This design comes from an exercise in tuning for small area, a short achievable clock period and few clock cycles on the open sky130 flow, not from production work. Where RTL was checked, it was by simulation tests only, not by an equivalence proof against the original. For run 1, only the layout was checked, not whether the RTL still works. Power and IR drop assume default switching activity.

`flow/config.mk`:
```
export PLATFORM = sky130hd
export DESIGN_NAME = usbasp_seq
export DESIGN_NICKNAME = usbasp_seq
export VERILOG_FILES = /design/flow/design.v
export SDC_FILE = /design/flow/constraint.sdc
export NUM_CORES = 4
export LEC_CHECK = 0
export CAP_MARGIN = 20
export CORE_MARGIN = 2
export CORE_UTILIZATION = 65
export CTS_BUF_LIST = sky130_fd_sc_hd__clkbuf_8
export CTS_CLUSTER_DIAMETER = 60
export CTS_CLUSTER_SIZE = 16
export PLACE_DENSITY = 0.75
export SETUP_SLACK_MARGIN = 4.4
export SLEW_MARGIN = 20
```
`flow/constraint.sdc`:
```
create_clock -name core_clock -period 8.0 [get_ports {clk}]
set_input_delay 1.6000 -clock core_clock [delete_from_list [all_inputs] [get_ports {clk}]]
set_output_delay 1.6000 -clock core_clock [all_outputs]
set_load 0.01 [all_outputs]
```
`flow/design.v`:
```
module usbasp_seq (
    input  wire        clk,
    input  wire        rst,
    input  wire        req_valid,
    output wire        req_ready,
    input  wire [1:0]  req_kind,       
    input  wire [63:0] req_data,       
    input  wire [3:0]  req_len,        
    output reg         rsp_valid,
    output reg  [2:0]  rsp_code,
    output reg  [3:0]  rsp_len,
    output wire [63:0] rsp_data,
    output wire        tgt_valid,
    input  wire        tgt_ready,
    output reg  [4:0]  tgt_op,
    output wire [31:0] tgt_addr,
    output wire [63:0] tgt_wdata,
    output wire [3:0]  tgt_len,
    input  wire [63:0] tgt_rdata,
    input  wire        rx_evt,
    input  wire [7:0]  rx_byte,
    input  wire        tx_evt,
    output wire        line_tx_valid,
    output wire [7:0]  line_tx_data,
    output reg         chan_en,
    output reg         rx_irq_en,
    output reg         tx_irq_en,
    output reg  [15:0] cfg_baud,
    output reg  [5:0]  cfg_mode
);
    localparam [2:0] R_REPLY = 3'd0, R_MOREPKT = 3'd1, R_DATA = 3'd2,
                     R_MORE  = 3'd3, R_DONE    = 3'd4, R_NOTREADY = 3'd5;
    localparam [4:0] E_ISP_CONNECT    = 5'd1,
                     E_ISP_DISCONNECT = 5'd2,
                     E_ISP_XFER       = 5'd3,
                     E_ISP_ENTERPROG  = 5'd4,
                     E_ISP_SETSCK     = 5'd5,
                     E_ISP_RDFLASH    = 5'd6,
                     E_ISP_RDEEPROM   = 5'd7,
                     E_ISP_WRFLASH_I  = 5'd8,
                     E_ISP_WRFLASH_P  = 5'd9,
                     E_ISP_FLUSHPAGE  = 5'd10,
                     E_ISP_WREEPROM   = 5'd11,
                     E_TPI_CONNECT    = 5'd12,
                     E_TPI_DISCONNECT = 5'd13,
                     E_TPI_RECV       = 5'd14,
                     E_TPI_SEND       = 5'd15,
                     E_TPI_RDBLOCK    = 5'd16,
                     E_TPI_WRBLOCK    = 5'd17;
    localparam [1:0] SUB_FLASH = 2'd0, SUB_EEPROM = 2'd1, SUB_TPI = 2'd2, SUB_UART = 2'd3;
    reg         busy;         
    reg         tv;           
    reg         cmd;          
    reg         urx;          
    reg         utx;          
    reg         brd;          
    reg  [7:0]  wb;           
    reg  [3:0]  idx;          
    reg  [3:0]  cnt;          
    reg         more;         
    reg         lastb;        
    reg         flush_ph;     
    reg  [63:0] dbuf;         
    reg  [3:0]  op;
    reg  [31:0] cursor;
    reg  [15:0] remaining;
    reg  [11:0] page_size;
    reg  [15:0] page_counter;
    reg         blk_last;
    reg         long_mode;
    reg  [7:0]  rxq [0:14];   
    reg  [3:0]  rxc;          
    reg  [7:0]  txq [0:14];   
    reg  [3:0]  txc;
    reg         rx_ok;        
    reg         tx_ok;        
    assign rsp_data  = dbuf;
    assign req_ready = !busy;
    assign tgt_valid = tv;
    assign tgt_addr  = cursor;
    assign tgt_len   = cnt;
    wire        rx_empty = (rxc == 4'd0);
    wire        rx_full  = (rxc == 4'd15);
    wire        tx_empty = (txc == 4'd0);
    wire        tx_full  = (txc == 4'd15);
    reg  [7:0]  rx_head;
    always @(*) begin
        case (rxc)
            4'd2:  rx_head = rxq[1];
            4'd3:  rx_head = rxq[2];
            4'd4:  rx_head = rxq[3];
            4'd5:  rx_head = rxq[4];
            4'd6:  rx_head = rxq[5];
            4'd7:  rx_head = rxq[6];
            4'd8:  rx_head = rxq[7];
            4'd9:  rx_head = rxq[8];
            4'd10: rx_head = rxq[9];
            4'd11: rx_head = rxq[10];
            4'd12: rx_head = rxq[11];
            4'd13: rx_head = rxq[12];
            4'd14: rx_head = rxq[13];
            4'd15: rx_head = rxq[14];
            default: rx_head = rxq[0];
        endcase
    end
    assign line_tx_data  = txq[0];
    assign line_tx_valid = tx_evt && tx_ok;
    reg  [7:0]  nb;
    always @(*) begin
        case (idx[2:0])
            3'd0: nb = dbuf[15:8];
            3'd1: nb = dbuf[23:16];
            3'd2: nb = dbuf[31:24];
            3'd3: nb = dbuf[39:32];
            3'd4: nb = dbuf[47:40];
            3'd5: nb = dbuf[55:48];
            default: nb = dbuf[63:56];
        endcase
    end
    assign tgt_wdata = {dbuf[63:8], wb};
    wire        acc     = req_valid && !busy;
    wire [7:0]  opcode  = req_data[7:0];
    wire [15:0] addr16  = req_data[23:8];
    wire [7:0]  param_a = req_data[31:24];
    wire [7:0]  param_b = req_data[39:32];
    wire [15:0] len16   = req_data[55:40];
    wire        k_setup = (req_kind == 2'd0);
    wire        k_fill  = (req_kind == 2'd1);
    wire        k_drain = req_kind[1];
    reg  [4:0]  d_ev;        
    always @(*) begin
        case (opcode)
            8'd1:    d_ev = E_ISP_CONNECT;
            8'd2:    d_ev = E_ISP_DISCONNECT;
            8'd3:    d_ev = E_ISP_XFER;
            8'd5:    d_ev = E_ISP_ENTERPROG;
            8'd10:   d_ev = E_ISP_SETSCK;
            8'd11:   d_ev = E_TPI_CONNECT;
            8'd12:   d_ev = E_TPI_DISCONNECT;
            8'd13:   d_ev = E_TPI_RECV;
            8'd14:   d_ev = E_TPI_SEND;
            default: d_ev = 5'd0;
        endcase
    end
    wire        o_ev    = (d_ev != 5'd0);
    wire        o_long  = (opcode == 8'd9);
    wire        o_saddr = (opcode == 8'd4) || (opcode == 8'd7) || (opcode == 8'd6) ||
                          (opcode == 8'd8) || (opcode == 8'd15) || (opcode == 8'd16);
    wire        o_suart = (opcode[7:1] == 7'd32);             
    wire        o_cfg   = (opcode == 8'd60);
    wire        o_ftx   = (opcode == 8'd61);
    wire        o_frx   = (opcode == 8'd62);
    wire        o_dis   = (opcode == 8'd63);
    wire        o_free  = (opcode == 8'd66);
    wire        o_caps  = (opcode == 8'd127);
    wire        o_wfl   = (opcode == 8'd6);
    wire        o_wee   = (opcode == 8'd8);
    reg  [2:0]  d_op;        
    always @(*) begin
        case (opcode)
            8'd4:    d_op = {1'b0, SUB_FLASH};
            8'd7:    d_op = {1'b0, SUB_EEPROM};
            8'd15:   d_op = {1'b0, SUB_TPI};
            8'd6:    d_op = {1'b1, SUB_FLASH};
            8'd8:    d_op = {1'b1, SUB_EEPROM};
            8'd16:   d_op = {1'b1, SUB_TPI};
            8'd64:   d_op = {1'b1, SUB_UART};
            default: d_op = {1'b0, SUB_UART};
        endcase
    end
    wire        op_read  = op[3] && !op[2];
    wire        op_write = op[3] &&  op[2];
    wire        uart_op  = (op[1:0] == SUB_UART);
    wire        rem_hi0  = (remaining[15:4] == 12'd0);
    wire        rem_nz   = (remaining != 16'd0);
    wire        rem_one  = rem_hi0 && (remaining[3:0] == 4'd1);
    wire [3:0]  k_req  = (rem_hi0 && remaining[3:0] < req_len) ? remaining[3:0] : req_len;
    wire        k_nz   = (req_len != 4'd0) && rem_nz;
    wire        op_ok    = k_fill ? op_read : op_write;         
    wire        s_ring   = !k_setup && op_ok && uart_op;
    wire        s_ev     = k_setup ? o_ev : (op_ok && !uart_op && k_nz);
    wire        start    = s_ring || s_ev;                       
    wire        urx_a     = acc && s_ring && k_fill;
    wire        utx_a     = acc && s_ring && !k_fill;
    wire        urx_on    = urx_a || urx;
    wire        utx_on    = utx_a || utx;
    wire        last_byte = lastb;
    wire        k_one     = (k_req == 4'd1);
    wire [3:0]  r_pos     = acc ? 4'd0 : idx;
    wire        r_more    = acc ? k_nz  : more;
    wire        r_last    = acc ? k_one : last_byte;
    wire        can_pop   = r_more && !rx_empty;
    wire        can_push  = r_more && !tx_full;
    wire        pop_done  = !can_pop  || r_last || rxc == 4'd1;
    wire        push_done = !can_push || r_last || txc == 4'd14;
    wire [3:0]  pop_len   = can_pop ? r_pos + 4'd1 : r_pos;
    wire        push_zero = can_push ? rem_one : !rem_nz;
    wire        len_nz    = (req_len != 4'd0);
    wire        pre_pop   = !busy && op_read  && uart_op && rem_nz && !rx_empty;
    wire        pre_push  = !busy && op_write && uart_op && rem_nz && !tx_full;
    wire        pop_a     = req_valid && !req_kind[1] && req_kind[0] && len_nz && pre_pop;
    wire        push_a    = req_valid &&  req_kind[1] && len_nz && pre_push;
    wire        do_pop    = pop_a  || (urx && more && !rx_empty);
    wire        do_push   = push_a || (utx && more && !tx_full);
    wire        fin_ring  = (urx_on && pop_done) || (utx_on && push_done);
    wire        rx_push   = rx_evt && rx_ok;
    wire        tx_pop    = tx_evt && tx_irq_en && !tx_empty;
    wire        ev_acc    = tv && tgt_ready;
    wire        wflash    = !cmd && op[2:0] == {1'b1, SUB_FLASH};
    wire        is_tpi    = !cmd && op[1:0] == SUB_TPI;
    wire        paged     = (page_size != 12'd0);
    wire [15:0] pc_dec    = paged ? (page_counter - 16'd1) : page_counter;
    wire        page_full = paged && (page_counter == 16'd1);
    wire [15:0] pc_next   = page_full ? {4'd0, page_size} : pc_dec;
    wire [15:0] ps_pa     = {4'd0, page_size} + {15'd0, paged};  
    wire        forced    = rem_one && blk_last && !page_full && (page_counter != ps_pa);
    wire        to_flush  = wflash && !flush_ph && (page_full || forced);
    wire        ev_last   = cmd ? (tgt_op != E_ISP_XFER || idx == 4'd4) :
                            is_tpi ? 1'b1 : (last_byte && !to_flush);
    wire        ev_zero   = is_tpi ? (rem_hi0 && remaining[3:0] == cnt) :
                            (wflash && flush_ph) ? !rem_nz : rem_one;
    wire        ev_rem    = !cmd && !(wflash && flush_ph);
    wire        ev_adv    = !cmd && !to_flush;
    wire [3:0]  step      = is_tpi ? cnt : 4'd1;
    wire        fin_ev    = ev_acc && ev_last;
    wire        fin       = fin_ev || fin_ring;
    integer i;
    always @(posedge clk) begin
        if (rx_push) begin
            rxq[0] <= rx_byte;
            for (i = 1; i < 15; i = i + 1)
                rxq[i] <= rxq[i-1];
        end
        for (i = 0; i < 15; i = i + 1) begin
            if (tx_pop)
                txq[i] <= (i == 14) ? 8'd0 : txq[i+1];
            else if (do_push && txc == i)
                txq[i] <= acc ? req_data[7:0] : wb;
        end
    end
    wire        ld_pkt   = acc && !k_fill;
    wire        tpi_rd   = ev_acc && is_tpi && !op[2];
    wire [2:0]  wlane    = acc ? 3'd0 : idx[2:0] - {2'd0, cmd};
    wire        wr_byte  = (ev_acc && brd) || do_pop;
    wire [7:0]  wbyte    = urx_on ? rx_head : tgt_rdata[7:0];
    integer b;
    always @(posedge clk) begin
        for (b = 0; b < 8; b = b + 1) begin
            if (ld_pkt) begin
                dbuf[8*b +: 8] <= req_data[8*b +: 8];
                if (k_setup && b == 1)
                    dbuf[8*b +: 8] <= req_data[23:16];
                if (k_setup && o_caps && b < 4)
                    dbuf[8*b +: 8] <= (b == 0) ? 8'h41 : 8'h00;
                if (k_setup && o_free && b == 0)
                    dbuf[8*b +: 8] <= 8'h00;
                if (k_setup && o_free && b == 1)
                    dbuf[8*b +: 8] <= {4'd0, ~txc};
                if (k_setup && opcode == 8'd10 && b == 0)
                    dbuf[8*b +: 8] <= 8'h00;                     
            end else if (tpi_rd)
                dbuf[8*b +: 8] <= tgt_rdata[8*b +: 8];
            else if (wr_byte && wlane == b)
                dbuf[8*b +: 8] <= wbyte;
        end
    end
    always @(posedge clk) begin
        if (acc) begin
            busy     <= s_ev || (s_ring && !fin_ring);
            tv       <= s_ev;
            cmd      <= k_setup;
            urx      <= urx_a && !pop_done;
            utx      <= utx_a && !push_done;
            brd      <= k_setup ? (opcode == 8'd3 || opcode == 8'd5 || opcode == 8'd13)
                                : (k_fill && !op[1]);
            idx      <= {3'd0, k_setup || do_pop || do_push};
            cnt      <= k_req;
            more     <= (do_pop || do_push) ? !k_one : k_nz;
            lastb    <= (do_pop || do_push) ? (k_req == 4'd2) : k_one;
            flush_ph <= 1'b0;
        end else begin
            if (fin) begin
                busy <= 1'b0;
                tv   <= 1'b0;
                urx  <= 1'b0;
                utx  <= 1'b0;
            end
            if (ev_acc) begin
                if (wflash)
                    flush_ph <= to_flush;
            end
            if ((ev_acc && !to_flush) || do_pop || do_push) begin
                idx   <= idx + 4'd1;
                more  <= !lastb;
                lastb <= (idx + 4'd2 == cnt);
            end
        end
        if (acc) begin
            if (k_setup)
                tgt_op <= d_ev;
            else case (op[1:0])
                SUB_FLASH:  tgt_op <= !k_fill ? (paged ? E_ISP_WRFLASH_P : E_ISP_WRFLASH_I) : E_ISP_RDFLASH;
                SUB_EEPROM: tgt_op <= !k_fill ? E_ISP_WREEPROM : E_ISP_RDEEPROM;
                default:    tgt_op <= !k_fill ? E_TPI_WRBLOCK  : E_TPI_RDBLOCK;
            endcase
            wb <= (k_setup || utx_a) ? req_data[15:8] : req_data[7:0];
        end else begin
            if (ev_acc && wflash)
                tgt_op <= to_flush ? E_ISP_FLUSHPAGE : (paged ? E_ISP_WRFLASH_P : E_ISP_WRFLASH_I);
            if ((ev_acc && !to_flush) || do_push)
                wb <= nb;
        end
        rsp_valid <= (acc && !start) || fin;
        if (fin_ring) begin
            if (urx_on) begin
                rsp_code <= R_DATA;
                rsp_len  <= pop_len;
            end else
                rsp_code <= push_zero ? R_DONE : R_MORE;
        end else if (acc) begin
            if (k_setup) begin
                rsp_code <= (o_saddr || o_suart) ? R_MOREPKT : R_REPLY;
                rsp_len  <= o_caps ? 4'd4 : o_free ? 4'd2 : 4'd0;
            end else if (!op_ok)
                rsp_code <= R_NOTREADY;
            else if (k_fill) begin
                rsp_code <= R_DATA;
                rsp_len  <= 4'd0;
            end else
                rsp_code <= rem_nz ? R_MORE : R_DONE;
        end else if (fin_ev) begin
            if (cmd) begin
                rsp_code <= R_REPLY;
                rsp_len  <= (tgt_op == E_ISP_XFER) ? 4'd4 :
                            (tgt_op == E_ISP_ENTERPROG || tgt_op == E_TPI_RECV || tgt_op == E_ISP_SETSCK) ? 4'd1 : 4'd0;
            end else if (!op[2]) begin
                rsp_code <= R_DATA;
                rsp_len  <= cnt;
            end else
                rsp_code <= ev_zero ? R_DONE : R_MORE;
        end
        if (acc && k_setup && (o_saddr || o_suart))
            op <= {1'b1, d_op};
        else if (acc && !k_setup && op_ok && !uart_op && !k_nz && (k_fill || !rem_nz))
            op[3] <= 1'b0;
        else if (fin_ev && (cmd ? (tgt_op == E_ISP_DISCONNECT || tgt_op == E_TPI_DISCONNECT) :
                            !op[2] ? (cnt != 4'd8) : ev_zero))
            op[3] <= 1'b0;
        else if (fin_ring && (urx_on ? (pop_len != 4'd8) : push_zero))
            op[3] <= 1'b0;
        if (acc && k_setup && o_long)
            long_mode <= 1'b1;
        else if (fin_ev && cmd && (tgt_op == E_ISP_DISCONNECT || tgt_op == E_TPI_DISCONNECT))
            long_mode <= 1'b0;
        if (acc && k_setup && o_long)
            cursor <= req_data[39:8];
        else if (acc && k_setup && o_saddr && !long_mode)
            cursor <= {16'd0, addr16};
        else if (ev_acc && ev_adv)
            cursor <= cursor + {28'd0, step};
        if (acc && k_setup && (o_saddr || o_suart))
            remaining <= len16;
        else if ((ev_acc && ev_rem) || do_pop || do_push)
            remaining <= remaining - {12'd0, step};
        if (acc && k_setup && o_wfl) begin
            page_size <= {param_b[7:4], param_a};
            blk_last  <= param_b[1];
        end else if (acc && k_setup && o_wee) begin
            page_size <= 12'd0;
            blk_last  <= 1'b0;
        end
        if (acc && k_setup && o_wfl && param_b[0])
            page_counter <= {4'd0, param_b[7:4], param_a};
        else if (ev_acc && wflash && !flush_ph)
            page_counter <= pc_next;
        if (acc && k_setup && (o_cfg || o_frx))
            rxc <= 4'd0;
        else if (rx_push)
            rxc <= rxc + 4'd1;
        else if (do_pop)
            rxc <= rxc - 4'd1;
        if (acc && k_setup && (o_cfg || o_ftx))
            txc <= 4'd0;
        else if (tx_pop)
            txc <= txc - 4'd1;
        else if (do_push)
            txc <= txc + 4'd1;
        if (acc && k_setup && o_cfg) begin
            cfg_baud <= addr16;
            cfg_mode <= param_a[5:0];
        end
        if (acc && k_setup && (o_cfg || o_dis)) begin
            chan_en   <= o_cfg;
            rx_irq_en <= o_cfg;
        end
        if (acc && k_setup && (o_cfg || o_dis))
            tx_irq_en <= 1'b0;
        else if (tx_evt && tx_irq_en && tx_empty)
            tx_irq_en <= 1'b0;
        else if (do_push)
            tx_irq_en <= 1'b1;
        if (acc && k_setup && (o_cfg || o_dis || o_ftx))
            tx_ok <= 1'b0;
        else if (do_push)
            tx_ok <= 1'b1;
        else if (tx_pop)
            tx_ok <= (txc != 4'd1);
        if (acc && k_setup && (o_cfg || o_dis))
            rx_ok <= o_cfg;
        else if (acc && k_setup && o_frx)
            rx_ok <= rx_irq_en;
        else if (rx_push)
            rx_ok <= (rxc != 4'd14);
        else if (do_pop)
            rx_ok <= rx_irq_en;
        if (rst) begin
            rx_ok     <= 1'b0;
            tx_ok     <= 1'b0;
            busy      <= 1'b0;
            tv        <= 1'b0;
            urx       <= 1'b0;
            utx       <= 1'b0;
            rsp_valid <= 1'b0;
            op[3]     <= 1'b0;
            long_mode <= 1'b0;
            rxc       <= 4'd0;
            txc       <= 4'd0;
            chan_en   <= 1'b0;
            rx_irq_en <= 1'b0;
            tx_irq_en <= 1'b0;
        end
    end
endmodule
```
`flow/flow/run.sh`:
```
#!/bin/bash
set -euo pipefail
export BUFFER_PORTS_ARGS="-buffer_cell sky130_fd_sc_hd__buf_1"
bash standard.sh > standard.log 2>&1
```
`flow/standard.sh`:
```
#!/bin/bash
# synth_recipe.tcl (not shown) runs the flow's synth.tcl, then flattens the netlist and writes it again
# the make line also repeats each setting of config.mk as NAME=value (left out here)
make -C /OpenROAD-flow-scripts/flow DESIGN_CONFIG=/design/flow/config.mk WORK_HOME=/design/flow/orfs CLKGATE_MAP_FILE= SYNTH_SCRIPT=/design/flow/synth_recipe.tcl "${@:-finish}"
```
==> results of run 1 <==
-- per-stage QoR --
step	hold WS, ns	cells	setup slack, ns	util [%]
6_report	0.4461	2814	4.341	74.00
5_1_grt	0.4568	2811	4.314	73.98
4_1_cts	0.4265	2796	4.326	73.27
3_5_place_dp	0.4341	2710	2.943	69.85
3_3_place_gp	0.4288	2710	3.135	69.84
2_1_floorplan	0.4204	2052	3.547	-
-- registers in the layout, summed over array words and instances, names as in the netlist, 4 cells and up --
name	flops
rxq	120
txq	120
dbuf	64
cursor	32
cfg_baud	16
page_counter	16
remaining	16
page_size	12
wb	8
cfg_mode	6
tgt_op	5
cnt	4
idx	4
op	4
rsp_len	4
rxc	4
txc	4
-- per-layer routing --
layer / vias to the layer above / part of all wire [%]
met1: 9292 / 37
met3: 266 / 13
met2: 1397 / 45
met5: - / 0.041
met4: 6 / 4.9
li1: 8213 / -
-- synth_stat cells (all sizes together) (13+ instances only) --
cell / n
a211oi: 23
a21o: 119
a21oi: 141
a222oi: 16
a22o: 37
a22oi: 18
a31oi: 14
and2: 22
and3: 18
buf: 78
clkbuf: 107
dfxtp: 35
edfxtp: 423
ha: 40
inv: 48
mux2i: 24
nand2: 172
nand2b: 15
nand3: 64
nand4: 15
nor2: 136
nor2b: 13
nor3: 36
nor4: 20
o21ai: 149
o22ai: 13
xnor2: 60
xor2: 25
-- critical path: stages --
cell	delay, ns
buf_2	0.26
nand2_1	0.24
a2111oi_4	0.55
or2_2	0.40
nor2_1	0.11
a211oi_2	0.61
a21oi_1	0.12
o22ai_1	0.20
-- cell type report --
class	instances	area share, %
well taps	461	2.202
diodes	4	0.03821
multi-input cells	1362	35.77
flip-flops and latches	458	51.17
repair buffers	412	7.012
clock buffers	39	2.049
clock inverters	26	0.8885
inverters	50	0.8120
repair inverters	2	0.05732
-- power breakdown --
part,total (mW),switching (mW),internal (mW)
clock,1.40,0.854,0.549
sequential,2.72,0.0558,2.67
combinational,0.508,0.339,0.169
-- worst max-delay path by stage --
stage,to,slack (ns),depth (start not counted),startpoint
2_1_floorplan,rxc[3],3.55,6,rx_evt
3_3_place_gp,dbuf[9],3.14,8,req_kind[1]
3_5_place_dp,dbuf[9],2.94,8,req_kind[1]
4_1_cts,txq[13][3],4.33,8,req_valid
5_1_grt,dbuf[13],4.31,8,req_kind[1]
6_report,dbuf[13],4.34,8,req_kind[1]
-- timing repair --
item                                    4_1_cts  5_1_grt
pin swaps                                    10        4
buffers inserted                             17       11
endpoints found under the setup margin      385      325
resized for setup                            59       24
cloned                                        4        1
-- cells by family (layout without fill, tap and decap cells) --
| logic type | count (synthesis) | after routing | synth area share [%] |
|---|---|---|---|
| adder cells (fa/ha/maj) | 42 | 42 | 2.320 |
| other | 0 | 4 | 0 |
| buffers and inverters | 235 | 529 | 4.843 |
| AND/OR/NAND/NOR | 567 | 568 | 11.97 |
| multiplexers | 40 | 40 | 1.997 |
| XOR/XNOR | 85 | 85 | 3.195 |
| flip-flops | 458 | 458 | 57.52 |
| AO/OA/AOI/OAI | 625 | 627 | 18.15 |
==> flow_metrics.py, run 1 <==
metrics = {
    "critical_path": {
        "rr_worst_depth": 10,
        "arrival_ns": 4.11,
        "worstPathRequired_ns": 8.45,
        "worstSetupPathType": "in -> reg",
        "start_kind": "primary input",
        "r2r-start": "rxc[0]",
        "path_max_fanout": 13,
        "end_kind": "flip-flop",
        "reg2reg_slack_ns": 4.45,
        "r2r_end": "dbuf[41]",
    },
    "timing": {
        "min_period_ns": 3.659,
        "setup_viol": 0,
        "slew_viol_final": 0,
        "rsz0062_at_grt": "yes",
        "max_slew_margin_pct": 26.00,
        "clock_skew_ns": 0.03139,
        "fin_tns_setup_ns": 0,
        "fmax_mhz": 273.3,
        "tightest_slew_ns": 1.107,
        "finalHoldViolCount": 0,
        "min_period_over_period_pct": 45.74,
    },
    "cts": {
        "clkLatencyLatePin_ns": 0.65,
        "cts_tree": "built",
        "clock-root-buffer": "clkbuf_8",
        "cts_hold_buf": 0,
        "clockBufferDepth": 3,
        "path_clk_slew_ns": 0.10,
        "cts_made_buffers": 39,
        "h-tree-depth": 2,
        "cts.sinks": 458,
    },
    "layout": {
        "final_cell_mix": "423 x edfxtp_1, 355 x buf_1, 168 x nand2_1",
        "final_area_um2": 26190,
        "seqCellArea_um2": 13400,
        "drive_above_1_share_pct": 10.30,
        "nFillCells": 2447,
        "final_common_cell": "edfxtp_1",
        "nNetsFinal": 2515,
        "synthToLayoutAreaGrowth_pct": 12.41,
        "multi_input_area_um2": 9370,
    },
    "place": {
        "port_buffers": 360,
        "gp_congestion": 1.041,
        "hpwl_mm": 52.93,
        "place_area_um2": 24730,
    },
    "global_route": {
        "grt_busiest_layer": "met2",
        "grt.overflow.total": 0,
        "use_met2_pct": 59.25,
        "grt_pass1_vias": 18224,
        "antenna_found_initial": 6,
        "grt_max_degree": 114,
        "grt_pass1_wl_mm": 111.2,
        "grt_use_total_pct": 39.03,
        "grt_util_met1_pct": 53.62,
        "met3_usage_pct": 10.55,
    },
    "route": {
        "final_antenna_net_count": 0,
        "wl_mm": 75.66,
        "drt-initial-drc-count": 2545,
        "post_drt_wl_per_cell_um": 26.89,
        "drc": 0,
        "routed_via_density": 6.814,
        "first_pass_iters": 8,
        "vias": 19174,
    },
    "yosys": {
        "yosys.area.top_type_share_pct": 54.51,
        "synth_edf_count": 423,
        "ys_seq_area_share_pct": 57.52,
        "ys_ff_latch": 458,
        "synthArstFlopShare_pct": 0,
        "synth.avg_cell_area_um2": 11.36,
        "netlist_top_cells_area": "edfxtp_1 55%, a21o_1 3.8%, a21oi_1 3.0%",
        "synthCells": 2052,
        "ys_types": 100,
        "synthesis.nets": 2242,
        "synth-main-ff-cell": "edfxtp_1",
        "syn_area_um2": 23300,
        "synth_top_area_cell": "edfxtp_1",
        "yosysWarningCount": 3,
    },
    "floorplan": {
        "rows": 69,
        "start_util_pct": 65.83,
        "die-area_um2": 37380,
        "die_w_um": 193.3,
        "ios": 361,
        "die_y_um": 193.3,
        "coreArea_um2": 35400,
    },
    "flow_run": {
        "maxCapViolations": 0,
    },
    "pwr": {
        "p_per_area_nw_per_um2": 176.9,
        "p_total_mw": 4.634,
        "p_leak_nw": 9.251,
        "vdd_drop_max_uv": 195.6,
    },
    "hold_path": {
        "hold_path.class": "reg -> reg",
        "min_to": "rxq[7][5]",
        "worstHoldStart": "rxq[6][5]",
        "worstHoldPathCells": 0,
    },
    "outcome": {
        "status": "timing/DRC/antenna clean",
    },
}
==> inputs of run 2 (changes only) <==
--- a/flow/design.v
+++ b/flow/design.v
@@ -59,4 +59,2 @@
     reg  [3:0]  cnt;          
-    reg         more;         
-    reg         lastb;        
     reg         flush_ph;     
@@ -186,6 +184,6 @@
     wire        utx_on    = utx_a || utx;
-    wire        last_byte = lastb;
+    wire        last_byte = (idx + 4'd1 == cnt);
     wire        k_one     = (k_req == 4'd1);
     wire [3:0]  r_pos     = acc ? 4'd0 : idx;
-    wire        r_more    = acc ? k_nz  : more;
+    wire        r_more    = acc ? k_nz  : (idx != cnt);
     wire        r_last    = acc ? k_one : last_byte;
@@ -202,4 +200,4 @@
     wire        push_a    = req_valid &&  req_kind[1] && len_nz && pre_push;
-    wire        do_pop    = pop_a  || (urx && more && !rx_empty);
-    wire        do_push   = push_a || (utx && more && !tx_full);
+    wire        do_pop    = pop_a  || (urx && idx != cnt && !rx_empty);
+    wire        do_push   = push_a || (utx && idx != cnt && !tx_full);
     wire        fin_ring  = (urx_on && pop_done) || (utx_on && push_done);
@@ -277,4 +275,2 @@
             cnt      <= k_req;
-            more     <= (do_pop || do_push) ? !k_one : k_nz;
-            lastb    <= (do_pop || do_push) ? (k_req == 4'd2) : k_one;
             flush_ph <= 1'b0;
@@ -290,8 +286,7 @@
                     flush_ph <= to_flush;
+                if (!to_flush)
+                    idx <= idx + 4'd1;
             end
-            if ((ev_acc && !to_flush) || do_pop || do_push) begin
-                idx   <= idx + 4'd1;
-                more  <= !lastb;
-                lastb <= (idx + 4'd2 == cnt);
-            end
+            if (do_pop || do_push)
+                idx <= idx + 4'd1;
         end
==> flow/flow/run.sh (replaced) <==
#!/bin/bash
set -euo pipefail
export BUFFER_PORTS_ARGS="-buffer_cell sky130_fd_sc_hd__buf_1"
export CTS_ARGS="-sink_clustering_enable -repair_clock_nets -sink_clustering_size 16 -sink_clustering_max_diameter 55 -buf_list sky130_fd_sc_hd__clkbuf_8 -dont_use_dummy_load"
bash standard.sh > standard.log 2>&1
--- a/flow/config.mk
+++ b/flow/config.mk
@@ -9,8 +9,8 @@
 export CORE_MARGIN = 2
-export CORE_UTILIZATION = 65
+export CORE_UTILIZATION = 60
 export CTS_BUF_LIST = sky130_fd_sc_hd__clkbuf_8
-export CTS_CLUSTER_DIAMETER = 60
+export CTS_CLUSTER_DIAMETER = 55
 export CTS_CLUSTER_SIZE = 16
-export PLACE_DENSITY = 0.75
-export SETUP_SLACK_MARGIN = 4.4
+export PLACE_DENSITY = 0.72
+export SETUP_SLACK_MARGIN = 4.3
 export SLEW_MARGIN = 20
==> flow_metrics.py, run 2 <==
metrics = {
    "critical_path": {
        "start_kind": "primary input",
        "worst_path_max_delay_cell": "o32ai_1",
        "cpPeakStageDelay_ns": 0.36,
        "crit_chain": "buf_1, nand2b_2, clkbuf_8, inv_8, buf_4, nor2_1, ha_1, o311a_1, o32ai_1, o221ai_1, a21oi_1",
        "worstSetupPathType": "in -> reg",
        "arrival_ns": 4.24,
        "end_kind": "flip-flop",
        "worstPathRequired_ns": 8.56,
        "path_max_fanout": 37,
        "reg2reg_slack_ns": 4.37,
    },
    "pwr": {
        "comb_power_share_pct": 10.5,
        "p_int_mw": 3.297,
        "p_sw_share_pct": 25.21,
        "power.switching_mw": 1.112,
        "p_per_area_nw_per_um2": 173.4,
        "power_frac_clock_pct": 27.9,
        "p_leak_nw": 8.890,
        "vdd_drop_max_uv": 128.1,
        "seqPwrFrac_pct": 61.5,
    },
    "global_route": {
        "grt_pass1_wl_mm": 101.3,
        "antenna_found_initial": 5,
        "grt_use_total_pct": 34.65,
        "grt_pass1_vias": 16525,
        "grt.overflow.total": 0,
        "grt_max_degree": 106,
    },
    "yosys": {
        "synth_top_area_cell": "edfxtp_1",
        "synth-xor-area-share_pct": 3.504,
        "synthArstFlopShare_pct": 0,
        "ys_seq_area_share_pct": 58.30,
        "synthMuxAreaShare_pct": 1.509,
        "synth_commonest_cells": "421 x edfxtp_1, 203 x nand2_1, 152 x o21ai_0, 136 x a21oi_1, 130 x nor2_1",
        "yosysWarningCount": 3,
        "synth-compound-area-share_pct": 18.22,
        "synth_most_common_cell": "edfxtp_1",
        "synth-main-ff-cell": "edfxtp_1",
        "ys_types": 86,
        "synthCells": 2038,
        "synth_top_family_by_area": "compound AO/OA/AOI/OAI gates",
        "synthesis.nets": 2227,
        "syn_area_um2": 22890,
        "yosys.area.top_type_share_pct": 55.24,
        "netlist_top_cells_area": "edfxtp_1 55%, a21o_1 4.1%, nand2_1 3.3%",
        "synth_fa_ha_area_share_pct": 2.307,
        "ys_ff_latch": 456,
        "synth.avg_cell_area_um2": 11.23,
        "yosys.area_share.simple_pct": 11.16,
        "synth_edf_count": 421,
    },
    "timing": {
        "min_period_ns": 3.680,
        "fmax_mhz": 271.7,
        "clock_skew_ns": 0.07321,
        "rsz0062_at_grt": "yes",
        "finalHoldViolCount": 0,
        "max_slew_margin_pct": 26.28,
        "fin_tns_setup_ns": 0,
        "setup_viol": 0,
        "min_period_over_period_pct": 46.00,
        "worst_hold_slack_ns": 0.4217,
        "slew_viol_final": 0,
        "tightest_slew_ns": 1.102,
    },
    "place": {
        "place_area_um2": 24440,
        "hpwl_mm": 51.62,
        "gp_congestion": 0.9985,
        "port_buffers": 360,
    },
    "floorplan": {
        "coreArea_um2": 37580,
        "die_w_um": 199.3,
        "ios": 361,
        "start_util_pct": 60.91,
        "rows": 71,
        "die-area_um2": 39720,
        "die_y_um": 199.3,
    },
    "layout": {
        "final_common_cell": "edfxtp_1",
        "synthToLayoutAreaGrowth_pct": 11.09,
        "final_cell_mix": "421 x edfxtp_1, 352 x buf_1, 201 x nand2_1",
        "nNetsFinal": 2495,
        "drive_above_1_share_pct": 8.290,
        "final_area_um2": 25430,
        "top_regs": "rxq (120), txq (120), dbuf (64)",
    },
    "route": {
        "drt-initial-drc-count": 1850,
        "wl_mm": 70.64,
        "first_pass_iters": 6,
        "drc": 0,
        "vias": 18249,
        "post_drt_wl_per_cell_um": 25.03,
        "routed_via_density": 6.467,
        "final_antenna_net_count": 0,
    },
    "cts": {
        "path_clk_slew_ns": 0.10,
        "cts.sinks": 456,
        "cts_hold_buf": 0,
        "cts_made_buffers": 43,
        "clkLatencyLatePin_ns": 0.65,
        "h-tree-depth": 2,
        "clock-root-buffer": "clkbuf_8",
        "cts_tree": "built",
        "clockBufferDepth": 3,
    },
    "outcome": {
        "status": "timing/DRC/antenna clean",
    },
    "flow_run": {
        "maxCapViolations": 0,
    },
    "hold_path": {
        "hold_path.class": "reg -> reg",
    },
}
## run 2: cell types whose count changed after synthesis, moves of 8 or more
cell | previous run | this run
a22oi_1 | 17 | 26
a22o_1 | 37 | 9
nor3_1 | 36 | 24
nand3_1 | 63 | 54
o21ai_0 | 129 | 152
a221oi_1 | 10 | 18
o21ai_1 | 19 | 1
nand2_1 | 172 | 203
a31oi_1 | 14 | 26
## run 2: final cells by class
class,instances,area (um^2)
Inverter,56,266.5
Fill cell,2928,12150
Sequential cell,456,13340
Timing Repair Buffer,409,1785
Antenna cell,7,17.52
Multi-Input combinational cell,1340,8781
Clock buffer,43,591.8
Tap cell,511,639.4
## run 2: repair_timing
action | CTS | global route
pin swaps | 3 | 8
setup buffers | 6 | 13
cloned | 0 | 1
gates resized for setup | 30 | 25
endpoints found under the setup margin | 289 | 228
## run 2: power by group through the flow
stage | clock (mW) | sequential (mW) | combinational, mW
floorplan | 0 | 2.75 | 0.274
global placement | 0 | 2.76 | 0.439
detailed placement | 0 | 2.76 | 0.444
CTS | 1.25 | 2.71 | 0.452
global route | 1.32 | 2.71 | 0.495
finish | 1.23 | 2.71 | 0.464
## run 2: per-stage QoR
step,utilization (%),power [mW],setup slack (ns),instances
6_report,67.66,4.409,4.320,2822
2_1_floorplan,-,3.027,4.051,2038
5_1_grt,67.63,4.526,4.270,2817
4_1_cts,67.05,4.413,4.304,2800
3_3_place_gp,65.03,3.203,3.131,2751
3_5_place_dp,65.03,3.208,3.086,2751
## run 2: path summary, 6_finish.rpt
kind | startpoint | to | cells after the start
min | rxq[13][2] | rxq[14][2] | 0
max | req_valid | op[3] | 11
max reg2reg | page_counter[6] | wb[4] | 8
min reg2reg | rxq[13][2] | rxq[14][2] | 0
## run 2: logic make-up after synthesis
kind of cell / Yosys count
buf+inv: 243
flops: 456
compound gates: 629
xor+xnor: 90
simple gates: 547
fa+ha+maj: 41
mux: 32
## run 2: routing by layer
| metal | global-route usage [%] | up-vias | wire [um] |
|---|---|---|---|
| met5 | 0 | - | 0 |
| li1 | - | 8096 | - |
| met1 | 48.15 | 8901 | 27770 |
| met2 | 54.19 | 1077 | 32530 |
| met3 | 6.920 | 175 | 7410 |
| met4 | 13.16 | 0 | 2922 |
## run 2: critical path, delay by kind of cell
family	cells	cell delay (ns)
AO/OA/AOI/OAI	4	1.04
adder cells (fa/ha/maj)	1	0.31
buffers and inverters	4	1.01
AND/OR/NAND/NOR	2	0.20
Testbench counts of run 2, summed over its fixed seeds: cycles 23,014.
==> inputs of run 3 (changes only) <==
==> flow/flow/run.sh (replaced) <==
#!/bin/bash
set -euo pipefail
export BUFFER_PORTS_ARGS="-buffer_cell sky130_fd_sc_hd__buf_1"
bash standard.sh > standard.log 2>&1
--- a/flow/config.mk
+++ b/flow/config.mk
@@ -10,5 +10,4 @@
 export CORE_UTILIZATION = 60
-export CTS_BUF_LIST = sky130_fd_sc_hd__clkbuf_8
-export CTS_CLUSTER_DIAMETER = 55
-export CTS_CLUSTER_SIZE = 16
+export CTS_BUF_LIST = sky130_fd_sc_hd__clkbuf_4
+export CTS_CLUSTER_SIZE = 20
 export PLACE_DENSITY = 0.72
==> flow_metrics.py, run 3 <==
metrics = {
    "outcome": {
        "status": "timing/DRC/antenna clean",
    },
    "timing": {
        "slew_viol_final": 0,
        "setup_viol": 0,
        "finalHoldViolCount": 0,
        "fmax_mhz": 274.2,
        "tightest_slew_ns": 1.098,
        "min_period_over_period_pct": 45.58,
        "fin_tns_setup_ns": 0,
        "max_slew_margin_pct": 26.54,
        "clock_skew_ns": 0.06970,
        "min_period_ns": 3.647,
        "rsz0062_at_grt": "yes",
    },
    "critical_path": {
        "path_max_fanout": 20,
        "start_kind": "primary input",
        "arrival_ns": 4.24,
        "worstPathRequired_ns": 8.59,
        "end_kind": "flip-flop",
        "worstSetupPathType": "in -> reg",
    },
    "layout": {
        "nNetsFinal": 2557,
        "drive_above_1_share_pct": 12.20,
        "final_common_cell": "edfxtp_1",
        "top_regs": "rxq (120), txq (120), dbuf (64)",
        "final_cell_mix": "421 x edfxtp_1, 355 x buf_1, 201 x nand2_1",
        "final_area_um2": 26100,
        "synthToLayoutAreaGrowth_pct": 14.03,
        "nFillCells": 2917,
    },
    "yosys": {
        "synth_most_common_cell": "edfxtp_1",
        "ys_seq_area_share_pct": 58.30,
        "ys_types": 86,
        "synth_edf_count": 421,
        "yosys.area.top_type_share_pct": 55.24,
        "yosysWarningCount": 3,
        "netlist_top_cells_area": "edfxtp_1 55%, a21o_1 4.1%, nand2_1 3.3%",
        "ys_ff_latch": 456,
        "synth_top_area_cell": "edfxtp_1",
        "synth-main-ff-cell": "edfxtp_1",
        "synthesis.nets": 2227,
        "synth_commonest_cells": "421 x edfxtp_1, 203 x nand2_1, 152 x o21ai_0, 136 x a21oi_1, 130 x nor2_1",
        "synth.avg_cell_area_um2": 11.23,
        "synthArstFlopShare_pct": 0,
        "synthCells": 2038,
        "syn_area_um2": 22890,
    },
    "floorplan": {
        "ios": 361,
        "die_w_um": 199.3,
        "die_y_um": 199.3,
        "rows": 71,
        "start_util_pct": 60.91,
        "coreArea_um2": 37580,
        "die-area_um2": 39720,
    },
    "cts": {
        "cts_made_buffers": 113,
        "cts_tree": "built",
        "path_clk_slew_ns": 0.07,
        "h-tree-depth": 3,
        "clock-root-buffer": "clkbuf_4",
        "cts.sinks": 456,
        "clockBufferDepth": 3,
        "clkLatencyLatePin_ns": 0.84,
        "cts_hold_buf": 0,
    },
    "global_route": {
        "grt_max_degree": 106,
        "grt_pass1_wl_mm": 103.1,
        "grt.overflow.total": 0,
        "grt_pass1_vias": 17220,
        "antenna_found_initial": 8,
        "grt_use_total_pct": 35.33,
    },
    "flow_run": {
        "maxCapViolations": 0,
    },
    "place": {
        "hpwl_mm": 51.62,
        "port_buffers": 360,
        "place_area_um2": 24440,
        "gp_congestion": 0.9985,
    },
    "route": {
        "post_drt_wl_per_cell_um": 24.28,
        "vias": 18850,
        "drc": 0,
        "wl_mm": 71.89,
        "routed_via_density": 6.366,
        "final_antenna_net_count": 0,
        "first_pass_iters": 8,
        "drt-initial-drc-count": 2177,
    },
    "hold_path": {
        "hold_path.class": "reg -> reg",
    },
    "pwr": {
        "vdd_drop_max_uv": 138.7,
        "p_per_area_nw_per_um2": 192.5,
        "p_leak_nw": 9.313,
    },
}
run 3: cell types whose count changed in the layout (fill, tap and decap cells not counted), moves of 5 or more:
cell | before | now
clkbuf_4 | 1 | 155
clkinv_2 | 0 | 5
clkinv_1 | 2 | 26
clkbuf_8 | 45 | 0
buf_4 | 43 | 35
run 3: final cells by class:
| type | count | area [um^2] | share of cell area (%) |
|---|---|---|---|
| clock buffer | 155 | 1164 | 4.459 |
| tap | 511 | 639.4 | 2.450 |
| multi-input combinational | 1339 | 8787 | 33.67 |
| inverter | 56 | 261.5 | 1.002 |
| clock inverter | 34 | 152.6 | 0.5849 |
| timing repair buffer | 402 | 1730 | 6.630 |
| sequential | 456 | 13340 | 51.13 |
| antenna | 8 | 20.02 | 0.07671 |
run 3: timing repair:
item                                    4_1_cts  5_1_grt
pin swaps                                     1        5
buffers inserted                              1        9
cloned                                        0        2
gates resized for setup                      18       25
endpoints found under the setup margin      200      219
run 3: worst paths after layout:
check,slack [ns],cells after the start,end,from
worst max-delay path,4.35,8,dbuf[3],req_kind[0]
worst min-delay path,0.44,0,rxq[3][7],rxq[2][7]
worst max register to register,4.41,14,cursor[0],page_size[0]
worst min register to register,0.44,0,rxq[3][7],rxq[2][7]
run 3: through the flow:
step	worst slack [ns]	hold slack [ns]	cells	total power, mW	utilization (%)
2_1_floorplan	4.051	0.4180	2038	3.027	-
4_1_cts	4.237	0.4314	2941	5.037	68.76
6_report	4.353	0.4385	2961	5.024	69.45
5_1_grt	4.277	0.4465	2957	5.191	69.43
3_5_place_dp	3.086	0.4320	2751	3.208	65.03
3_3_place_gp	3.131	0.4271	2751	3.203	65.03
run 3: cells by family after synthesis:
kind of cell | count (synthesis) | share of synthesized area, %
xor gates and xnor gates | 90 | 3.504
DFF | 456 | 58.30
muxes | 32 | 1.509
buffers and inverters | 243 | 5.008
AOI/OAI and AO/OA | 629 | 18.22
and+or+nand+nor | 547 | 11.16
adders and majority gates | 41 | 2.307
run 3: worst max-delay path: stages:
cell and delay [ns]:
buf_1 0.35, or3b_2 0.57, o31ai_4 0.18, buf_4 0.30, o211ai_1 0.24, o211ai_1 0.53
a21oi_1 0.23, a21o_1 0.22
run 3: metal layers:
layer	GRT usage [%]	wire (um)	vias up
li1	-	-	8329
met1	48.18	27690	9127
met2	54.30	32990	1199
met3	7.612	8029	189
met4	16.69	3144	6
met5	0	37	-
run 3: power breakdown:
group / switching (mW) / internal, mW
clock: 0.953 / 0.892
combinational: 0.304 / 0.159
sequential: 0.0573 / 2.66
total: 1.31 / 3.71
==> inputs of run 4 (changes only) <==
==> flow/flow/run.sh (replaced) <==
#!/bin/bash
set -euo pipefail
export BUFFER_PORTS_ARGS="-buffer_cell sky130_fd_sc_hd__buf_1"
export CTS_ARGS="-sink_clustering_enable -repair_clock_nets -sink_clustering_size 20 -buf_list sky130_fd_sc_hd__clkbuf_4 -dont_use_dummy_load"
bash standard.sh > standard.log 2>&1
--- a/flow/config.mk
+++ b/flow/config.mk
@@ -13,3 +13,3 @@
 export PLACE_DENSITY = 0.72
-export SETUP_SLACK_MARGIN = 4.3
+export SETUP_SLACK_MARGIN = 4.45
 export SLEW_MARGIN = 20
==> flow_metrics.py, run 4 <==
metrics = {
    "yosys": {
        "synth_commonest_cells": "421 x edfxtp_1, 203 x nand2_1, 152 x o21ai_0, 136 x a21oi_1, 130 x nor2_1",
        "yosysWarningCount": 3,
        "synthCells": 2038,
        "synthArstFlopShare_pct": 0,
        "synth_fa_ha_area_share_pct": 2.307,
        "synth_top_family_by_area": "compound AO/OA/AOI/OAI gates",
        "synthesis.nets": 2227,
        "ys_ff_latch": 456,
        "synthMuxAreaShare_pct": 1.509,
        "synth-compound-area-share_pct": 18.22,
        "ys_seq_area_share_pct": 58.30,
        "synth.avg_cell_area_um2": 11.23,
        "synth_top_area_cell": "edfxtp_1",
        "netlist_top_cells_area": "edfxtp_1 55%, a21o_1 4.1%, nand2_1 3.3%",
        "synth-main-ff-cell": "edfxtp_1",
        "synth-xor-area-share_pct": 3.504,
        "ys_types": 86,
        "synth_most_common_cell": "edfxtp_1",
        "yosys.area_share.simple_pct": 11.16,
        "syn_area_um2": 22890,
        "synth_edf_count": 421,
        "yosys.area.top_type_share_pct": 55.24,
    },
    "place": {
        "gp_congestion": 1.013,
        "port_buffers": 360,
        "hpwl_mm": 52.58,
    },
    "critical_path": {
        "reg2reg_slack_ns": 4.52,
        "worstPathRequired_ns": 8.49,
        "crit_chain": "buf_1, inv_1, ha_2, o21a_1, a211oi_4, mux2_4, a21oi_1, a21o_1, o21ai_2, a21oi_4",
        "end_kind": "flip-flop",
        "path_max_fanout": 7,
        "worst_path_max_delay_cell": "a211oi_4",
        "start_kind": "primary input",
        "worstSetupPathType": "in -> reg",
        "arrival_ns": 4.13,
        "cpPeakStageDelay_ns": 0.37,
    },
    "cts": {
        "clock-root-buffer": "clkbuf_4",
        "cts.sinks": 456,
        "path_clk_slew_ns": 0.07,
        "cts_hold_buf": 0,
        "clockBufferDepth": 3,
        "cts_tree": "built",
        "clkLatencyLatePin_ns": 0.82,
        "cts_made_buffers": 115,
        "h-tree-depth": 3,
    },
    "layout": {
        "nNetsFinal": 2573,
        "top_regs": "rxq (120), txq (120), dbuf (64)",
        "drive_above_1_share_pct": 11.75,
        "final_common_cell": "edfxtp_1",
        "synthToLayoutAreaGrowth_pct": 12.94,
        "final_cell_mix": "421 x edfxtp_1, 353 x buf_1, 200 x nand2_1",
        "nFillCells": 2992,
    },
    "pwr": {
        "p_leak_nw": 9.153,
        "vdd_drop_max_uv": 137.0,
        "p_per_area_nw_per_um2": 180.7,
        "p_total_mw": 4.671,
    },
    "route": {
        "vias": 18698,
        "final_antenna_net_count": 0,
        "routed_via_density": 6.459,
        "drc": 0,
        "drt-initial-drc-count": 2134,
        "post_drt_wl_per_cell_um": 25.48,
        "wl_mm": 73.77,
        "first_pass_iters": 8,
    },
    "floorplan": {
        "die_y_um": 199.3,
        "die-area_um2": 39720,
        "coreArea_um2": 37580,
        "start_util_pct": 60.91,
        "rows": 71,
        "die_w_um": 199.3,
        "ios": 361,
    },
    "timing": {
        "tightest_slew_ns": 1.090,
        "worst_hold_slack_ns": 0.4392,
        "finalHoldViolCount": 0,
        "min_period_ns": 3.647,
        "clock_skew_ns": 0.06008,
        "fmax_mhz": 274.2,
        "slew_viol_final": 0,
        "rsz0062_at_grt": "yes",
        "setup_viol": 0,
        "max_slew_margin_pct": 26.69,
        "fin_tns_setup_ns": 0,
        "min_period_over_period_pct": 45.59,
    },
    "outcome": {
        "status": "timing/DRC/antenna clean",
    },
    "global_route": {
        "grt.overflow.total": 0,
        "grt_max_degree": 74,
        "grt_pass1_vias": 17448,
        "grt_use_total_pct": 36.36,
        "grt_pass1_wl_mm": 105.9,
        "antenna_found_initial": 5,
    },
    "flow_run": {
        "maxCapViolations": 0,
    },
    "hold_path": {
        "hold_path.class": "reg -> reg",
    },
}
run 4: cell counts after synthesis:
No cell type changed its count.
run 4: worst paths after layout:
kind	cells after the start	start	to
max	10	req_len[2]	rsp_len[2]
min	0	rxq[2][7]	rxq[3][7]
max reg2reg	9	idx[2]	rsp_len[2]
min reg2reg	0	rxq[2][7]	rxq[3][7]
run 4: kinds of logic (layout without fill, tap and decap cells):
| group | Yosys count | after routing |
|---|---|---|
| multiplexers | 32 | 32 |
| adder cells (fa/ha/maj) | 41 | 41 |
| buffers and inverters | 243 | 585 |
| AO/OA/AOI/OAI | 629 | 630 |
| XOR/XNOR | 90 | 90 |
| AND/OR/NAND/NOR | 547 | 548 |
| flip-flops | 456 | 456 |
| other | 0 | 2 |
run 4: what timing repair did:
item                                    CTS  global route
endpoints found under the setup margin  242           228
cloned                                    2             5
gates resized for setup                  33            30
buffers inserted                          7            10
pin swaps                                 6             9
run 4: where the power goes:
| group | leakage (nW) | switching (mW) | internal [mW] |
|---|---|---|---|
| clock network | 0.529 | 0.831 | 0.647 |
| logic | 4.45 | 0.312 | 0.159 |
| registers | 4.17 | 0.0617 | 2.66 |
| total | 9.15 | 1.20 | 3.47 |
run 4: per-layer routing:
layer  up-vias  global-route usage (%)  wire [um]
li1       8273                       -          -
met1      9045                   48.91      28000
met2      1163                   55.97      34060
met3       209                   8.624       8178
met4         8                   17.27       3479
met5         -                       0         57
run 4: area by class of cell:
class	count	area [um^2]	share of cell area, %
Sequential cell	456	13340	51.62
Multi-Input combinational cell	1341	8887	34.38
Timing Repair Buffer	412	1833	7.091
Clock buffer	115	863.3	3.340
Tap cell	511	639.4	2.474
Inverter	56	264.0	1.021
Timing Repair inverter	2	12.51	0.04841
Antenna cell	2	5.005	0.01936
run 4: worst max-delay path: cells and delay by family:
kind / cells / cell delay (ns)
fa+ha+maj: 1 / 0.29
compound gates: 6 / 1.55
buf+inv: 2 / 0.34
mux: 1 / 0.36
run 4: stage by stage:
stage / util [%] / instance area, um^2 / cells / setup WS [ns]
floorplan: - / 23250 / 2038 / 4.051
CTS: 67.93 / 25530 / 2878 / 4.424
global route: 68.78 / 25850 / 2894 / 4.338
global placement: 65.10 / 24460 / 2753 / 3.081
detailed placement: 65.15 / 24480 / 2754 / 2.988
finish: 68.79 / 25850 / 2895 / 4.353
==> inputs of run 5 (changes only) <==
--- a/flow/config.mk
+++ b/flow/config.mk
@@ -13,3 +13,4 @@
 export PLACE_DENSITY = 0.72
-export SETUP_SLACK_MARGIN = 4.45
+export SETUP_SLACK_MARGIN = 4.3
 export SLEW_MARGIN = 20
+export TNS_END_PERCENT = 30
==> flow_metrics.py, run 5 <==
metrics = {
    "cts": {
        "cts.sinks": 456,
        "clock-root-buffer": "clkbuf_4",
        "clockBufferDepth": 3,
        "h-tree-depth": 3,
        "cts_made_buffers": 114,
        "cts_tree": "built",
        "clkLatencyLatePin_ns": 0.82,
        "path_clk_slew_ns": 0.06,
        "cts_hold_buf": 0,
    },
    "critical_path": {
        "r2r_end": "dbuf[41]",
        "cpPeakStageDelay_ns": 0.53,
        "end_kind": "flip-flop",
        "arrival_ns": 4.28,
        "r2r-start": "rxc[0]",
        "worstSetupPathType": "in -> reg",
        "worstPathRequired_ns": 8.52,
        "crit_buf_inv": 1,
        "reg2reg_slack_ns": 4.29,
        "crit_chain": "buf_1, ha_1, and3_1, nand3_1, and2_1, nand2_1, a31oi_1, nand2_1, o21ai_0",
        "cp_top_family": "simple AND/OR/NAND/NOR gates",
        "worst_path_max_delay_cell": "and2_1",
        "cpMostUsedCell": "nand2_1",
        "rr_worst_depth": 11,
        "start_kind": "primary input",
        "path_max_fanout": 14,
    },
    "layout": {
        "multi_input_area_um2": 8680,
        "synthToLayoutAreaGrowth_pct": 11.51,
        "nNetsFinal": 2568,
        "seqCellArea_um2": 13340,
        "final_common_cell": "edfxtp_1",
        "final_cell_mix": "421 x edfxtp_1, 360 x buf_1, 202 x nand2_1",
        "stdcell_count": 2894,
        "nFillCells": 2970,
        "drive_above_1_share_pct": 10.31,
        "top_regs": "rxq (120), txq (120), dbuf (64)",
    },
    "global_route": {
        "grt_pass1_vias": 17514,
        "antenna_found_initial": 7,
        "grt_use_total_pct": 35.88,
        "grt_pass1_wl_mm": 105.0,
        "grt.overflow.total": 0,
        "grt_max_degree": 116,
    },
    "floorplan": {
        "die_y_um": 199.3,
        "ios": 361,
        "coreArea_um2": 37580,
        "die-area_um2": 39720,
        "start_util_pct": 60.91,
        "die_w_um": 199.3,
        "rows": 71,
    },
    "timing": {
        "rsz0062_at_grt": "yes",
        "fmax_mhz": 265.9,
        "min_period_ns": 3.761,
        "max_slew_margin_pct": 24.23,
        "min_period_over_period_pct": 47.02,
        "worst_hold_slack_ns": 0.4269,
        "fin_tns_setup_ns": 0,
        "finalHoldViolCount": 0,
        "clock_skew_ns": 0.07470,
        "slew_viol_final": 0,
        "tightest_slew_ns": 1.124,
        "setup_viol": 0,
    },
    "yosys": {
        "synth-main-ff-cell": "edfxtp_1",
        "synth_most_common_cell": "edfxtp_1",
        "synth_fa_ha_area_share_pct": 2.307,
        "synthesis.nets": 2227,
        "yosys.area_share.simple_pct": 11.16,
        "synth.avg_cell_area_um2": 11.23,
        "ys_types": 86,
        "syn_area_um2": 22890,
        "synth_commonest_cells": "421 x edfxtp_1, 203 x nand2_1, 152 x o21ai_0, 136 x a21oi_1, 130 x nor2_1",
        "synth-xor-area-share_pct": 3.504,
        "ys_ff_latch": 456,
        "synth_edf_count": 421,
        "ys_seq_area_share_pct": 58.30,
        "synthArstFlopShare_pct": 0,
        "netlist_top_cells_area": "edfxtp_1 55%, a21o_1 4.1%, nand2_1 3.3%",
        "synth_top_area_cell": "edfxtp_1",
        "synth-compound-area-share_pct": 18.22,
        "yosysWarningCount": 3,
        "synthCells": 2038,
        "synthMuxAreaShare_pct": 1.509,
        "yosys.area.top_type_share_pct": 55.24,
        "synth_top_family_by_area": "compound AO/OA/AOI/OAI gates",
    },
    "route": {
        "first_pass_iters": 6,
        "routed_via_density": 6.445,
        "drc": 0,
        "post_drt_wl_per_cell_um": 25.02,
        "final_antenna_net_count": 0,
        "wl_mm": 72.42,
        "drt-initial-drc-count": 2316,
        "vias": 18652,
    },
    "hold_path": {
        "min_to": "rxq[9][7]",
        "worstHoldStart": "rxq[8][7]",
        "hold_path.class": "reg -> reg",
        "worstHoldPathCells": 0,
    },
    "outcome": {
        "status": "timing/DRC/antenna clean",
    },
    "pwr": {
        "comb_power_share_pct": 9.7,
        "power.switching_mw": 1.196,
        "p_sw_share_pct": 25.71,
        "power_frac_clock_pct": 31.8,
        "seqPwrFrac_pct": 58.5,
        "p_total_mw": 4.653,
        "p_leak_nw": 9.001,
        "p_int_mw": 3.456,
        "vdd_drop_max_uv": 116.8,
        "p_per_area_nw_per_um2": 182.3,
    },
    "place": {
        "hpwl_mm": 51.89,
        "gp_congestion": 1.000,
        "port_buffers": 360,
        "dp.cells": 2758,
    },
    "flow_run": {
        "maxCapViolations": 0,
    },
}
[run 5: cell counts after synthesis]
No cell type changed its count.
[run 5: routing by layer]
layer  routed length, um  up-vias  track usage [%]
li1                    -     8266                -
met1               27950     9034            48.52
met2               33520     1179            55.92
met3                8087      169            8.338
met4                2824        4            15.28
met5                  33        -                0
[run 5: cell families (layout without fill, tap and decap cells)]
logic type      count (synthesis)  count (layout)
fa+ha+maj                      41              41
mux                            32              32
compound gates                629             629
simple gates                  547             548
xor+xnor                       90              90
flops                         456             456
buf+inv                       243             581
other cells                     0               6
[run 5: worst reg2reg max path, stage by stage, from the launching register on]
cell and delay (ns):
dfxtp_1 0.46, inv_1 0.13, ha_1 0.21, buf_4 0.25, nor2b_1 0.26, a32o_1 0.25, a311oi_1 0.24, a41oi_1 0.10
a211oi_1 0.64, a21oi_1 0.52, a21oi_1 0.25, o21ai_0 0.11
[run 5: how the worst max path moves through the flow]
stage | start | to | slack, ns | depth (start not counted)
after floorplan | rx_evt | rxc[2] | 4.05 | 5
after global placement | req_data[6] | page_counter[11] | 3.30 | 6
after detailed placement | req_len[1] | dbuf[37] | 3.31 | 10
after CTS | req_len[1] | dbuf[34] | 4.17 | 10
after global routing | req_valid | op[3] | 4.10 | 13
final | req_data[1] | dbuf[1] | 4.24 | 9
[run 5: what timing repair did]
action                                  4_1_cts  5_1_grt
gates cloned                                  0        1
endpoints found under the setup margin      166      246
resized for setup                            15       14
setup buffers                                 1       13
pin swaps                                     1        5
[run 5: power groups by stage]
stage	Combinational, mW	Sequential [mW]	Clock [mW]
floorplan	0.267	2.75	0
global placement	0.434	2.77	0
detailed placement	0.440	2.77	0
CTS	0.443	2.72	1.50
global route	0.487	2.72	1.61
finish	0.453	2.72	1.48
[run 5: layout make-up]
class                      count  share of cell area [%]
sequential                   456                   52.28
tap                          511                   2.505
clock buffer                 114                   3.353
timing repair buffer         411                   6.908
antenna                        6                 0.05883
inverter                      56                  0.8824
multi-input combinational   1340                   34.01
[run 5: metrics by stage]
step                      util (%)  setup slack [ns]  cell area (um^2)
final                        67.92             4.239             25520
after global routing         67.89             4.098             25510
after CTS                    67.34             4.175             25310
after detailed placement     64.90             3.315             24390
after global placement       64.88             3.302             24380
after floorplan                  -             4.051             23020
==> inputs of run 6 (changes only) <==
--- a/flow/config.mk
+++ b/flow/config.mk
@@ -15,2 +15 @@
 export SLEW_MARGIN = 20
-export TNS_END_PERCENT = 30
==> flow_metrics.py, run 6 <==
metrics = {
    "global_route": {
        "antenna_found_initial": 7,
        "grt_pass1_wl_mm": 102.5,
        "grt_pass1_vias": 17072,
        "grt.overflow.total": 0,
        "grt_max_degree": 106,
        "grt_use_total_pct": 35.15,
    },
    "pwr": {
        "p_leak_nw": 9.073,
        "vdd_drop_max_uv": 125.8,
        "p_total_mw": 4.658,
        "p_per_area_nw_per_um2": 181.3,
    },
    "place": {
        "hpwl_mm": 51.62,
        "place_area_um2": 24440,
        "dp.cells": 2751,
        "port_buffers": 360,
        "gp_congestion": 0.9985,
        "place_ws_ns": 3.086,
    },
    "floorplan": {
        "rows": 71,
        "start_util_pct": 60.91,
        "ios": 361,
        "coreArea_um2": 37580,
        "die_w_um": 199.3,
        "die-area_um2": 39720,
        "die_y_um": 199.3,
    },
    "layout": {
        "synthToLayoutAreaGrowth_pct": 12.25,
        "final_area_um2": 25690,
        "stdcell_count": 2891,
        "drive_above_1_share_pct": 10.63,
        "top_regs": "rxq (120), txq (120), dbuf (64)",
        "final_cell_mix": "421 x edfxtp_1, 355 x buf_1, 201 x nand2_1",
        "final_util_pct": 68.36,
        "nNetsFinal": 2562,
        "final_common_cell": "edfxtp_1",
    },
    "yosys": {
        "yosysWarningCount": 3,
        "synthesis.nets": 2227,
        "synth_most_common_cell": "edfxtp_1",
        "netlist_top_cells_area": "edfxtp_1 55%, a21o_1 4.1%, nand2_1 3.3%",
        "synthArstFlopShare_pct": 0,
        "synth-main-ff-cell": "edfxtp_1",
        "ys_seq_area_share_pct": 58.30,
        "ys_ff_latch": 456,
        "synth_top_area_cell": "edfxtp_1",
        "synth_edf_count": 421,
        "ys_types": 86,
        "yosys.area.top_type_share_pct": 55.24,
        "synthCells": 2038,
        "synth_commonest_cells": "421 x edfxtp_1, 203 x nand2_1, 152 x o21ai_0, 136 x a21oi_1, 130 x nor2_1",
        "synth.avg_cell_area_um2": 11.23,
        "syn_area_um2": 22890,
    },
    "cts": {
        "cts_tree": "built",
        "cts_made_buffers": 113,
        "h-tree-depth": 3,
        "path_clk_slew_ns": 0.07,
        "clkLatencyLatePin_ns": 0.81,
        "clockBufferDepth": 3,
        "cts_hold_buf": 0,
        "clock-root-buffer": "clkbuf_4",
        "cts.sinks": 456,
    },
    "timing": {
        "rsz0062_at_grt": "no",
        "max_slew_margin_pct": 25.20,
        "fin_tns_setup_ns": 0,
        "tightest_slew_ns": 1.118,
        "worst_hold_slack_ns": 0.4324,
        "clock_skew_ns": 0.08961,
        "fmax_mhz": 275.6,
        "min_period_over_period_pct": 45.36,
        "worst_slack_ns": 4.371,
        "slew_viol_final": 0,
        "finalHoldViolCount": 0,
        "min_period_ns": 3.629,
        "setup_viol": 0,
    },
    "critical_path": {
        "worstSetupPathType": "in -> reg",
        "r2r-start": "page_size[0]",
        "reg2reg_slack_ns": 4.40,
        "worstPathRequired_ns": 8.46,
        "crit_start": "req_data[4]",
        "arrival_ns": 4.09,
        "end_kind": "flip-flop",
        "start_kind": "primary input",
        "path_max_fanout": 35,
        "r2r_end": "cursor[24]",
        "rr_worst_depth": 14,
    },
    "route": {
        "final_antenna_net_count": 0,
        "vias": 18606,
        "routed_via_density": 6.436,
        "drt-initial-drc-count": 1994,
        "post_drt_wl_per_cell_um": 24.77,
        "wl_mm": 71.62,
        "first_pass_iters": 9,
        "drc": 0,
    },
    "hold_path": {
        "hold_path.class": "reg -> reg",
        "min_to": "rxq[3][7]",
        "worstHoldPathCells": 0,
        "worstHoldStart": "rxq[2][7]",
    },
    "outcome": {
        "status": "timing/DRC/antenna clean",
    },
    "flow_run": {
        "maxCapViolations": 0,
    },
}
-- run 6: cell counts after synthesis --
No cell type changed its count.
-- run 6: cell type report --
| cell class | count | area, um^2 |
|---|---|---|
| timing repair buffer | 407 | 1780 |
| antenna | 9 | 22.52 |
| tap | 511 | 639.4 |
| inverter | 56 | 261.5 |
| clock buffer | 113 | 848.3 |
| multi-input combinational | 1339 | 8793 |
| fill | 2949 | 11890 |
| sequential | 456 | 13340 |
-- run 6: critical path, stage by stage --
cell and delay [ns]:
buf_1 0.54, xnor2_1 0.16, o32a_1 0.37, nor4_2 0.37
a31o_2 0.22, a21oi_2 0.06, or2_4 0.43, nand3_4 0.31
-- run 6: power by group --
group | switching [mW] | internal [mW] | total (mW) | leakage (nW)
Clock | 0.841 | 0.636 | 1.48 | 0.520
Sequential | 0.0572 | 2.66 | 2.72 | 4.17
Combinational | 0.303 | 0.160 | 0.464 | 4.38
-- run 6: cells by family after synthesis --
kind of cell    after synthesis  share of synthesized area, %
mux                          32                         1.509
flops                       456                         58.30
xor+xnor                     90                         3.504
fa+ha+maj                    41                         2.307
buf+inv                     243                         5.008
compound gates              629                         18.22
simple gates                547                         11.16
-- run 6: per-layer routing --
layer  GRT usage (%)  vias to the layer above  share of wire (%)
met4           15.78                        2                4.2
met3           7.679                      191                 10
met2           54.24                     1107                 46
li1                -                     8270                  -
met5               0                        -              0.020
met1           48.02                     9036                 39
-- run 6: worst max-delay path by stage --
stage	end	slack, ns	cells past startpoint
after floorplan	rxc[2]	4.05	5
after global placement	dbuf[1]	3.13	9
after detailed placement	dbuf[1]	3.09	9
after CTS	rsp_len[2]	4.28	9
after global routing	remaining[14]	4.25	12
final	remaining[6]	4.37	8
-- run 6: what timing repair did --
action | 4_1_cts | 5_1_grt
setup endpoints to repair | 235 | 194
buffers inserted | 1 | 14
pin swaps | 1 | 6
resized for setup | 20 | 25
cloned | 0 | 2

## what the ideal ports hide
Ports are ideal in the flow. The routed layouts listed here were re-timed in OpenROAD. Step 1: set_driving_cell puts a clkbuf_16 on clk and a buf_2 on each other input, an assumption about the parent block. Step 2 also shifts input and output timing later by t, the mid clock arrival at the registers, as if the neighbouring blocks saw the same clock. Slacks: ideal ports / drivers / drivers and shift; pairs: ideal ports / drivers.
| run | t, ns | slack for setup (ns) | worst register clock-pin slew, ns | worst slew at a driven data input, ns | pins driven straight from the clock port |
|---|---|---|---|---|---|
| run 1 | 0.677 | 4.341 / 4.361 / 3.684 | 0.12 / 0.12 | 0.13 | 1 |
| run 2 | 0.664 | 4.320 / 4.339 / 3.679 | 0.10 / 0.10 | 0.11 | 1 |
| run 3 | 0.857 | 4.353 / 4.308 / 3.451 | 0.08 / 0.08 | 0.10 | 1 |
| run 4 | 0.844 | 4.353 / 4.372 / 3.528 | 0.07 / 0.07 | 0.10 | 1 |
| run 5 | 0.840 | 4.239 / 4.212 / 3.373 | 0.07 / 0.07 | 0.12 | 1 |
| run 6 | 0.828 | 4.371 / 4.337 / 3.557 | 0.08 / 0.08 | 0.11 | 1 |
After both steps every run listed still meets setup and hold. For run 3, which loses most, drivers alone change the setup slack by -0.045 ns; drivers and shift together by -0.902 ns.
